This design comes from an exercise in tuning for small area, a short achievable clock period and few clock cycles on the open sky130 flow, not from production work. Function was checked by simulation only, so behaviour that the tests miss may differ from the original. Power and IR drop assume default switching activity.

`config.mk`:
```
export PLATFORM = sky130hd
export DESIGN_NAME = tgm_traj
export DESIGN_NICKNAME = tgm_traj
export VERILOG_FILES = /design/flow/design.v
export SDC_FILE = /design/flow/constraint.sdc
export NUM_CORES = 4
export LEC_CHECK = 0
export CAP_MARGIN = 20
export CORE_MARGIN = 2
export CORE_UTILIZATION = 40
export SLEW_MARGIN = 20
```
`constraint.sdc`:
```
create_clock -name core_clock -period 8.0 [get_ports {clk}]
set_input_delay 1.6000 -clock core_clock [delete_from_list [all_inputs] [get_ports {clk}]]
set_output_delay 1.6000 -clock core_clock [all_outputs]
set_load 0.01 [all_outputs]
```
`design.v`:
```
module tgm_div (
    input  wire        clk,
    input  wire        rst,
    input  wire        start,
    input  wire [47:0] dividend,
    input  wire [31:0] divisor,
    output reg  [47:0] quo,
    output reg  [31:0] rem,
    output reg         done
);
    reg  [31:0] d;
    reg  [5:0]  cnt;
    reg         busy;
    wire [32:0] rem_sh = {rem, quo[47]};
    wire        ge     = rem_sh >= {1'b0, d};
    wire [32:0] diff   = rem_sh - {1'b0, d};
    always @(posedge clk) begin
        if (rst) begin
            busy <= 1'b0;
            done <= 1'b0;
            cnt  <= 6'd0;
        end else begin
            done <= 1'b0;
            if (start) begin
                quo  <= dividend;
                rem  <= 32'd0;
                d    <= divisor;
                cnt  <= 6'd48;
                busy <= 1'b1;
            end else if (busy) begin
                rem <= ge ? diff[31:0] : rem_sh[31:0];
                quo <= {quo[46:0], ge};
                cnt <= cnt - 6'd1;
                if (cnt == 6'd1) begin
                    busy <= 1'b0;
                    done <= 1'b1;
                end
            end
        end
    end
endmodule
module tgm_traj (
    input  wire        clk,
    input  wire        rst,
    input  wire [31:0] period_us,
    input  wire        cmd_valid,
    output wire        cmd_ready,
    input  wire [2:0]  cmd_op,
    input  wire [15:0] cmd_start,
    input  wire [15:0] cmd_end,
    input  wire [31:0] cmd_duration,
    input  wire        cmd_shape,
    output reg         rsp_valid,
    output reg  [15:0] rsp_duty,
    output reg         rsp_active,
    output reg         rsp_ok
);
    localparam OP_TICK      = 3'd0;
    localparam OP_ENQ       = 3'd1;
    localparam OP_SET_DUTY  = 3'd2;
    localparam OP_START     = 3'd3;
    localparam OP_STOP      = 3'd4;
    localparam OP_STOP_OUT  = 3'd5;
    localparam SHAPE_STEP   = 1'b0;
    localparam S_IDLE    = 3'd0;
    localparam S_CHECK   = 3'd1;
    localparam S_START   = 3'd2;
    localparam S_TDIV    = 3'd3;
    localparam S_ADV     = 3'd4;
    localparam S_LDIV    = 3'd5;
    localparam S_STEPEND = 3'd6;
    localparam S_DONE    = 3'd7;
    localparam C_REQ   = 2'd0;
    localparam C_LOOP  = 2'd1;
    localparam C_CHAIN = 2'd2;
    reg [2:0]  state;
    reg [1:0]  ctx;
    reg [15:0] q_start [0:15];
    reg [15:0] q_end   [0:15];
    reg [31:0] q_dur   [0:15];
    reg        q_shape [0:15];
    reg [3:0]  q_head;
    reg [3:0]  q_tail;
    reg        auto_en;
    reg        start_pend;
    reg        duty_pend;
    reg        auto_active;
    reg [15:0] duty_cmd;
    reg [15:0] duty_out;
    reg [15:0] seg_start;
    reg [15:0] seg_end;
    reg        seg_shape;
    reg [31:0] seg_total;
    reg [31:0] seg_step;
    reg signed [48:0] seg_acc;
    reg [15:0] res;
    reg         div_start;
    reg  [47:0] div_a;
    reg  [31:0] div_b;
    wire [47:0] div_q;
    wire [31:0] div_r;
    wire        div_done;
    tgm_div u_div (
        .clk(clk), .rst(rst), .start(div_start),
        .dividend(div_a), .divisor(div_b),
        .quo(div_q), .rem(div_r), .done(div_done)
    );
    assign cmd_ready = (state == S_IDLE);
    wire              q_empty = (q_head == q_tail);
    wire              q_full  = ((q_head + 4'd1) == q_tail);
    wire signed [48:0] delta  = $signed({33'd0, seg_end}) - $signed({33'd0, seg_start});
    wire signed [48:0] acc_n  = seg_acc + delta;
    wire       [47:0] acc_mag = acc_n[48] ? -acc_n[47:0] : acc_n[47:0];
    reg               acc_neg;
    always @(posedge clk) begin
        if (q_full == 1'b0 && state == S_IDLE && cmd_valid && cmd_op == OP_ENQ) begin
            q_start[q_head] <= cmd_start;
            q_end[q_head]   <= cmd_end;
            q_dur[q_head]   <= cmd_duration;
            q_shape[q_head] <= cmd_shape;
        end
    end
    always @(posedge clk) begin
        if (rst) begin
            state       <= S_IDLE;
            ctx         <= C_REQ;
            q_head      <= 4'd0;
            q_tail      <= 4'd0;
            auto_en     <= 1'b0;
            start_pend  <= 1'b0;
            duty_pend   <= 1'b0;
            auto_active <= 1'b0;
            duty_cmd    <= 16'd0;
            duty_out    <= 16'd0;
            seg_start   <= 16'd0;
            seg_end     <= 16'd0;
            seg_shape   <= SHAPE_STEP;
            seg_total   <= 32'd0;
            seg_step    <= 32'd0;
            seg_acc     <= 49'sd0;
            acc_neg     <= 1'b0;
            res         <= 16'd0;
            div_start   <= 1'b0;
            div_a       <= 48'd0;
            div_b       <= 32'd0;
            rsp_valid   <= 1'b0;
            rsp_duty    <= 16'd0;
            rsp_active  <= 1'b0;
            rsp_ok      <= 1'b0;
        end else begin
            rsp_valid <= 1'b0;
            div_start <= 1'b0;
            case (state)
            S_IDLE: begin
                if (cmd_valid) begin
                    rsp_duty   <= duty_out;
                    rsp_active <= auto_active;
                    rsp_ok     <= 1'b1;
                    case (cmd_op)
                    OP_TICK: begin
                        if (!auto_en) begin
                            auto_active <= 1'b0;
                            start_pend  <= 1'b0;
                            state       <= S_CHECK;
                        end else if (start_pend) begin
                            start_pend <= 1'b0;
                            ctx        <= C_REQ;
                            state      <= S_START;
                        end else begin
                            state <= S_CHECK;
                        end
                    end
                    OP_ENQ: begin
                        rsp_valid <= 1'b1;
                        if (q_full) begin
                            rsp_ok <= 1'b0;
                        end else begin
                            q_head <= q_head + 4'd1;
                        end
                    end
                    OP_SET_DUTY: begin
                        rsp_valid <= 1'b1;
                        duty_cmd  <= cmd_start;
                        duty_pend <= 1'b1;
                    end
                    OP_START: begin
                        rsp_valid  <= 1'b1;
                        auto_en    <= 1'b1;
                        start_pend <= 1'b1;
                    end
                    OP_STOP: begin
                        rsp_valid <= 1'b1;
                        auto_en   <= 1'b0;
                    end
                    OP_STOP_OUT: begin
                        rsp_valid <= 1'b1;
                        auto_en   <= 1'b0;
                        duty_cmd  <= 16'd0;
                        duty_pend <= 1'b1;
                    end
                    default: begin
                        rsp_valid <= 1'b1;
                    end
                    endcase
                end
            end
            S_CHECK: begin
                if (auto_active) begin
                    state <= S_ADV;
                end else begin
                    if (duty_pend) begin
                        res       <= duty_cmd;
                        duty_pend <= 1'b0;
                    end else begin
                        res <= duty_out;
                    end
                    state <= S_DONE;
                end
            end
            S_START: begin
                if (q_empty) begin
                    auto_active <= 1'b0;
                    case (ctx)
                    C_REQ:   state <= S_CHECK;
                    C_LOOP: begin
                        res   <= seg_end;    
                        state <= S_DONE;
                    end
                    default: state <= S_DONE;
                    endcase
                end else begin
                    seg_start   <= q_start[q_tail];
                    seg_end     <= q_end[q_tail];
                    seg_shape   <= q_shape[q_tail];
                    seg_step    <= 32'd0;
                    seg_acc     <= 49'sd0;
                    auto_active <= 1'b1;
                    q_tail      <= q_tail + 4'd1;
                    div_a       <= {16'd0, q_dur[q_tail]};
                    div_b       <= period_us;
                    div_start   <= 1'b1;
                    state       <= S_TDIV;
                end
            end
            S_TDIV: begin
                if (div_done) begin
                    seg_total <= div_q[31:0];
                    case (ctx)
                    C_REQ:   state <= S_CHECK;
                    C_LOOP:  state <= S_ADV;
                    default: state <= S_DONE;
                    endcase
                end
            end
            S_ADV: begin
                if (seg_step >= seg_total) begin
                    ctx   <= C_LOOP;
                    state <= S_START;
                end else if (seg_shape == SHAPE_STEP) begin
                    res      <= seg_end;
                    seg_step <= seg_step + 32'd1;
                    state    <= S_STEPEND;
                end else begin
                    seg_acc   <= acc_n;
                    acc_neg   <= acc_n[48];
                    div_a     <= acc_mag;
                    div_b     <= seg_total;
                    div_start <= 1'b1;
                    state     <= S_LDIV;
                end
            end
            S_LDIV: begin
                if (div_done) begin
                    res      <= acc_neg ? (seg_start - div_q[15:0]) : (seg_start + div_q[15:0]);
                    seg_step <= seg_step + 32'd1;
                    state    <= S_STEPEND;
                end
            end
            S_STEPEND: begin
                if (seg_step == seg_total) begin
                    ctx   <= C_CHAIN;
                    state <= S_START;
                end else begin
                    state <= S_DONE;
                end
            end
            S_DONE: begin
                duty_out   <= res;
                rsp_valid  <= 1'b1;
                rsp_duty   <= res;
                rsp_active <= auto_active;
                rsp_ok     <= 1'b1;
                state      <= S_IDLE;
            end
            default: state <= S_IDLE;
            endcase
        end
    end
endmodule
```
`run.sh`:
```
#!/bin/bash
# synth_recipe.tcl (not shown) runs the flow's synth.tcl, then flattens the netlist and writes it again
# the make line also repeats each setting of config.mk as NAME=value (left out here)
make -C /OpenROAD-flow-scripts/flow DESIGN_CONFIG=/design/flow/config.mk WORK_HOME=/design/flow/orfs CLKGATE_MAP_FILE= SYNTH_SCRIPT=/design/flow/synth_recipe.tcl finish
```
==> results.txt <==
[worst max-delay path, stage by stage (launching register included)]
cell and delay (ps):
dfxtp_1 350, inv_1 70, ha_1 190, fa_1 400, nor2b_1 130, o21ai_0 110
a21boi_0 350, o211a_1 250, a311oi_1 140, a21oi_1 340, o31a_1 360, inv_1 90
buf_4 230, ha_1 490, nand4_1 190, nor3_1 390, nand4_1 200, nor3_1 180
a21oi_1 140, o41ai_1 500, xor2_1 220, xnor2_1 940, buf_4 270, o21ai_0 100
xnor2_1 190, nand2_1 80, a211oi_1 240
[cells in the final DEF, fill, tap and decap left out, types with 58 or more instances in the layout]
cell type,synthesis,layout
nor2_1,385,369
mux2_2,58,58
edfxtp_1,1152,1152
nand2_1,445,445
xor2_1,75,74
xnor2_1,109,109
o21ai_0,138,138
ha_1,157,157
inv_1,148,148
nor3_1,66,61
a21oi_1,257,256
clkdlybuf4s50_1,0,121
buf_4,1,58
a22oi_1,59,59
mux4_2,325,325
clkbuf_16,0,160
dfxtp_1,324,315
[stage by stage]
| step | setup WS [ps] | area [µm²] | utilization [%] |
|---|---|---|---|
| finish | 742 | 73700 | 46.0 |
| global route | 126 | 73700 | 46.0 |
| CTS | 828 | 73700 | 46.0 |
| detailed placement | 908 | 68600 | 42.7 |
| global placement | 1040 | 68600 | 42.7 |
| floorplan | 572 | 64600 | - |
[logic make-up (layout without fill, tap and decap cells)]
family                     after synthesis  after routing  share of synthesized area, %
other                                    0              6                             0
DFF                                   1476           1476                          63.6
AOI/OAI and AO/OA                      806            806                          8.17
and+or+nand+nor                       1113           1113                          7.53
xor gates and xnor gates               184            184                          2.50
adders and majority gates              161            161                          3.17
muxes                                  409            409                          12.8
buffers and inverters                  385            633                          2.25
[cell type report]
| type | count | area (µm²) | area share [%] |
|---|---|---|---|
| Tap cell | 2160 | 2700 | 3.67 |
| Antenna cell | 6 | 15.0 | 0.0204 |
| Timing Repair Buffer | 196 | 1980 | 2.69 |
| Inverter | 149 | 559 | 0.758 |
| Clock buffer | 198 | 4180 | 5.66 |
| Sequential cell | 1476 | 41100 | 55.7 |
| Clock inverter | 90 | 978 | 1.33 |
| Multi-Input combinational cell | 2673 | 22200 | 30.1 |
[sequential cells by signal (all words and copies together) (netlist names), 6 cells and up, named ones only]
name       cells
q_shape       16
q_dur        512
div_b         32
seg_step      32
u_div.quo     48
seg_start     16
seg_total     32
duty_cmd      16
u_div.d       32
res           16
duty_out      16
u_div.cnt      6
q_start      256
q_end        256
seg_acc       49
u_div.rem     32
rsp_duty      16
div_a         48
seg_end       16
[where the power goes]
| part | switching, µW | internal, µW |
|---|---|---|
| sequential | 80.0 | 8340 |
| clock | 3020 | 4260 |
| combinational | 1510 | 886 |
| total | 4610 | 13500 |
[layer usage]
metal  track usage, %  vias to the layer above  share of wire [%]  wire length [µm]
li1                 -                    17658                  -                 -
met2             32.6                      958                 48             79400
met1             27.2                    19662                 43             71500
met5                0                        -              0.058                95
met3             3.41                      249                5.3              8800
met4             6.51                       14                2.9              4720
[final timing paths]
kind                            end  cells after the start  slack, ps
max          div_a[13]$_SDFFE_PP0P_                     26        740
max reg2reg  div_a[13]$_SDFFE_PP0P_                     26        740
min reg2reg   u_div.d[20]$_DFFE_PP_                      0        430
min           u_div.d[20]$_DFFE_PP_                      0        430
==> flow_metrics.py <==
metrics = {
    "pwr": {
        "ir_worst_vdd_mv": 0.225,
        "p_per_area_nw_per_um2": 245,
        "leakage_uw": 0.0240,
        "p_total_uw": 18100,
    },
    "placed_design": {
        "dpl.hpwl_um": 101000,
        "dpl.cell_count": 6654,
        "io_buffers": 122,
        "globalplace.congestion": 0.921,
    },
    "clock_tree": {
        "cts_root_buffer": "clkbuf_16",
        "post_cts_buffers": 0,
        "clk_latency_ps": 810,
        "cts_tree": "yes",
        "cts.hold.buffers_added": 0,
        "htree_levels": 4,
        "cts.reportedPaths.clkPinSlew_ps": 60,
        "cts.sinks": 1476,
        "post_cts_resized": 0,
        "clock_path_buffers": 3,
        "cts_inserted_buffers": 157,
    },
    "sta": {
        "drv_slew": 0,
        "fin_crit_sh_pct": 90.7,
        "fin_tns_setup_ps": 0,
        "max_slew_margin_pct": 22.4,
        "fmax_mhz": 138,
        "rsz0062_at_grt": "no",
        "setup_viol": 0,
        "finClkSkew_ps": 30.8,
        "holdWs_ps": 431,
        "fin_crit_ps": 7260,
        "worst_slew_pin_slew_ps": 1160,
        "hold_viol": 0,
    },
    "cells_and_area": {
        "drive_gt1_share_pct": 15.9,
        "fillerInstances": 14195,
        "stdcell_count": 6948,
        "nNetsFinal": 4917,
        "area_growth_pct": 14.2,
    },
    "setup_path": {
        "critPathMaxFanout": 19,
        "startpoint": "seg_end[0]$_SDFFE_PP0P_",
        "r2r-start": "seg_end[0]$_SDFFE_PP0P_",
        "worstSetupEndpointType": "register",
        "critical_path_class": "reg2reg",
        "crit_path_start_kind": "register",
        "worstPathRequired_ps": 8690,
        "arrival_ps": 7950,
    },
    "synthesis": {
        "synthTopCellsByArea": "edfxtp_1, mux4_2, dfxtp_1",
        "synth_seq_area_share_pct": 63.6,
        "synth_most_common_cell": "edfxtp_1",
        "ys_ff_latch": 1476,
        "synth.net_count": 4798,
        "synth_top_area_share_pct": 53.6,
        "netlist_instances": 4534,
        "yosys_warnings": 2,
        "yosysTopAreaCell": "edfxtp_1",
        "synth_area_um2": 64600,
        "ys_types": 93,
        "synthTopCellsByCount": "edfxtp_1, nand2_1, nor2_1",
        "synth_area_per_cell_um2": 14.2,
        "async_reset_ff_share_pct": 0,
        "synth_edf_count": 1152,
        "synth_flop_cell": "edfxtp_1",
    },
    "global_route": {
        "grt_max_degree": 105,
        "grt_pass1_wl_um": 245000,
        "grt.overflow.total": 0,
        "grt_pass1_vias": 38087,
        "antenna_found_initial": 15,
        "grt.total_usage_pct": 20.0,
    },
    "floorplanning": {
        "design.portCount": 123,
        "core_um2": 160000,
        "dieHeight_um": 406,
        "rows": 147,
        "die_area_um2": 165000,
        "die_w_um": 406,
        "initial_utilization_pct": 40.3,
    },
    "hold_path": {
        "hold_class": "reg2reg",
        "hp-start": "div_b[20]$_SDFFE_PP0P_",
    },
    "detailed_routing": {
        "drtIter0Drc": 3332,
        "vias": 38541,
        "via_per_inst": 5.55,
        "wl_per_cell_um": 23.7,
        "remaining_drc_errors": 0,
        "final_antenna_net_count": 0,
        "routed_wirelength_um": 164000,
        "dr.pass1.iters": 8,
    },
    "status": {
        "status": "finished clean",
    },
    "flow_run": {
        "maxCapViolations": 0,
    },
}
Testbench counts, summed over its fixed seeds: cycles 582,812.

## re-timing with driven ports
No port has a modelled driver above. Below, the same layout with a new extraction and two added sets of constraints.
Step 1 sets driving cells, clkbuf_16 on the clock port and buf_2 on the other inputs (assumed; they add their load-dependent delay and slew).
Step 2 adds t to the input delays and takes it off the output delays; t is the mean of the earliest and latest rising clock arrival at the registers after step 1. Input paths then give back, and output paths get back, about the clock's delay inside the block.
Three values: ideal, step 1, step 2; two values: the first two.
shift t [ns]: 0.866
setup WS [ns]: 0.742 / 0.742 / 0.742
worst setup path at the end: register to register
After both steps this run still meets setup and hold. For this run, drivers alone change the setup slack by 0.000 ns; drivers and shift together by 0.000 ns.
